Source: an optimization exercise on an open RTL-to-GDS flow (aim: small area). Production flows keep margins and buffers that such runs may drop. RTL that was checked went through simulation tests only; none was proved equivalent to the original. Power figures rest on the tool's default switching activity, not on a simulated workload.

// pxc_decoder
module pxc_decoder (
    input             clk,
    input             rst,
    input             start,
    input      [3:0]  op,
    input      [4:0]  fmt,
    input      [10:0] width,
    input      [10:0] height,
    input      [23:0] in_len,
    output            busy,
    output            done,
    output     [2:0]  sel_codec,
    output reg        sel_ov,
    output reg        sel_lr,
    output reg [1:0]  err,
    output reg [10:0] err_info,
    output reg        w_rsvd,
    output reg        w_dim,
    output reg        w_fmt,
    output reg        w_trunc,
    output reg        w_fallback,
    output reg [31:0] hdr,
    output            in_re,
    output     [21:0] in_addr,
    input      [31:0] in_rdata,
    output            pal_re,
    output     [7:0]  pal_raddr,
    input      [31:0] pal_rdata,
    output            pal_we,
    output     [7:0]  pal_waddr,
    output     [31:0] pal_wdata,
    output            out_we,
    output     [21:0] out_addr,
    output     [31:0] out_data
);
==> flow/config.mk <==
export PLATFORM = sky130hd
export DESIGN_NAME = pxc_decoder
export DESIGN_NICKNAME = pxc_decoder
export VERILOG_FILES = /design/flow/design.v
export SDC_FILE = /design/flow/constraint.sdc
export NUM_CORES = 4
export LEC_CHECK = 0
export ABC_AREA = 1
export CAP_MARGIN = 20
export CORE_MARGIN = 2
export CORE_UTILIZATION = 60
export SLEW_MARGIN = 20
==> flow/constraint.sdc <==
create_clock -name core_clock -period 10.0 [get_ports {clk}]
set_input_delay 2.0000 -clock core_clock [delete_from_list [all_inputs] [get_ports {clk}]]
set_output_delay 2.0000 -clock core_clock [all_outputs]
set_load 0.01 [all_outputs]
standard.sh (not shown) runs the stock make flow with config.mk's settings and CLKGATE_MAP_FILE= SYNTH_SCRIPT=/design/flow/synth_recipe.tcl, a recipe that flattens the netlist after the stock synthesis.
==> flow/flow/run.sh <==
#!/bin/bash
# The standard layout (standard.sh: the standard synthesis and ORFS flow), with these
# changes to how the layout is built:
#  - global placement buffers every port with the smallest buffer, buf_1, instead of
#    the default choice; every input and output port still gets its own buffer;
#  - placement is not timing driven; the synthesis buffers are removed before it
#    (flow/pre_gpl.tcl), as timing-driven placement would do;
#  - clock tree synthesis builds the tree from clkbuf_8 and adds no dummy loads;
# make's full output goes to make_finish.log here; each ORFS step keeps its own log
# under orfs/logs.
set -euo pipefail
here=$(pwd)
bash standard.sh \
  "BUFFER_PORTS_ARGS=-buffer_cell sky130_fd_sc_hd__buf_1" \
  "GPL_TIMING_DRIVEN=0" \
  "PRE_GLOBAL_PLACE_TCL=$here/flow/pre_gpl.tcl" \
  "CTS_ARGS=-sink_clustering_enable -repair_clock_nets -dont_use_dummy_load -buf_list sky130_fd_sc_hd__clkbuf_8" \
  finish > make_finish.log 2>&1
==> flow/flow/pre_gpl.tcl <==
# Before global placement: take out the buffers synthesis inserted (the standard flow
# does this only for timing-driven placement); ports are buffered right after this.
remove_buffers
==> next run, changes <==
--- a/flow/design.v
+++ b/flow/design.v
@@ -183,23 +183,23 @@
         assign c_cy[gi+1] = (c[gi] & c_b[gi]) | (c[gi] & c_cy[gi]) | (c_b[gi] & c_cy[gi]);
         assign c_sum[gi]  = ((c[gi] | c_b[gi] | c_cy[gi]) & ~c_cy[gi+1]) | (c[gi] & c_b[gi] & c_cy[gi]);
     end endgenerate
     wire [12:0] c_t;
     assign c_t[0] = mul ? c_cy[11] : ~c_cy[11];
     generate for (gi = 0; gi < 12; gi = gi + 1) begin : g_cinc
         assign c_sum[gi+11] = c[gi+11] ^ c_t[gi];
         assign c_t[gi+1]    = c_t[gi] & (c[gi+11] ^ ~mul);
     end endgenerate
     reg [7:0] bs;
     always @(*) begin
-        case (P[4:3])
+        case (P[4:3] & {2{codec != 3'd7}})    
             2'd0:    bs = in_rdata[7:0];
             2'd1:    bs = in_rdata[15:8];
             2'd2:    bs = in_rdata[23:16];
             default: bs = in_rdata[31:24];
         endcase
     end
     wire [7:0]  bsh = bs >> (~P[2:0]);
     reg  [7:0]  idx;
     always @(*) begin
         case (codec)
             3'd1:    idx = {7'd0, bsh[0]};
@@ -207,23 +207,23 @@
             3'd3:    idx = {4'd0, bsh[3:0]};
             default: idx = bsh;
         endcase
     end
     wire [15:0] H   = {fmt_r, w_r};
     wire [15:0] p16 = {H[15:8], bs};
     reg  [31:0] tc;
     always @(*) begin
         case (codec)
             3'd5:    tc = {8'hFF, p16[4:0], p16[4:2], p16[10:5], p16[10:9], p16[15:11], p16[15:13]};
             3'd6:    tc = {8'hFF, H[7:0], H[15:8], bs};
-            default: tc = in_rdata;
+            default: tc = {in_rdata[31:8], bs};
         endcase
     end
     assign busy      = (state != S_IDLE) && (state != S_FIN);
     assign done      = (state == S_FIN);
     assign sel_codec = (err != 2'd0) ? 3'd0 : codec;
     always @(*) begin
         err_info = 11'd0;
         if (err[1]) err_info = {7'd0, op_r};
         else if (err[0]) begin
             case (codec)
                 3'd0:    err_info = 11'd4;
=> Global-route usage came out lower by 1.1 points. Worst setup slack barely changes. Area after synthesis rose by a few percent. Sequential power shrinks slightly. Core utilization is about the same. Sequential share of layout area decreases by 0.39 points. Combinational power is lower by a few percent. Total power drops by a few percent. Final area rises slightly. Via count goes up by a few percent. Count of clock-buffer cells in the layout stays the same. Routed wire length is about the same. Die area is higher by a few percent.
No functional check of the RTL was part of the second run of this note.

## what the ideal ports hide
In the flow no input, the clock included, has a driving cell. The finished layouts below were timed again as built, in two steps.
Step 1 assumes that a clkbuf_16 drives the clock port and a buf_2 every other input.
Step 2, shift: input delay + t, output delay - t, t = (earliest + latest rising clock arrival at the registers) / 2. This alone moves slack from input paths to output paths.
Slacks: ideal / step 1 / step 2; pairs: ideal / step 1.
| run | t (ns) | slack for setup (ns) | worst setup path after step 2 |
|---|---|---|---|
| the first run | 0.502 | 0.387 / 0.387 / 0.387 | register to register |
| the second run | 0.499 | 0.388 / 0.388 / 0.388 | register to register |
After both steps setup and hold are still met in every run listed.
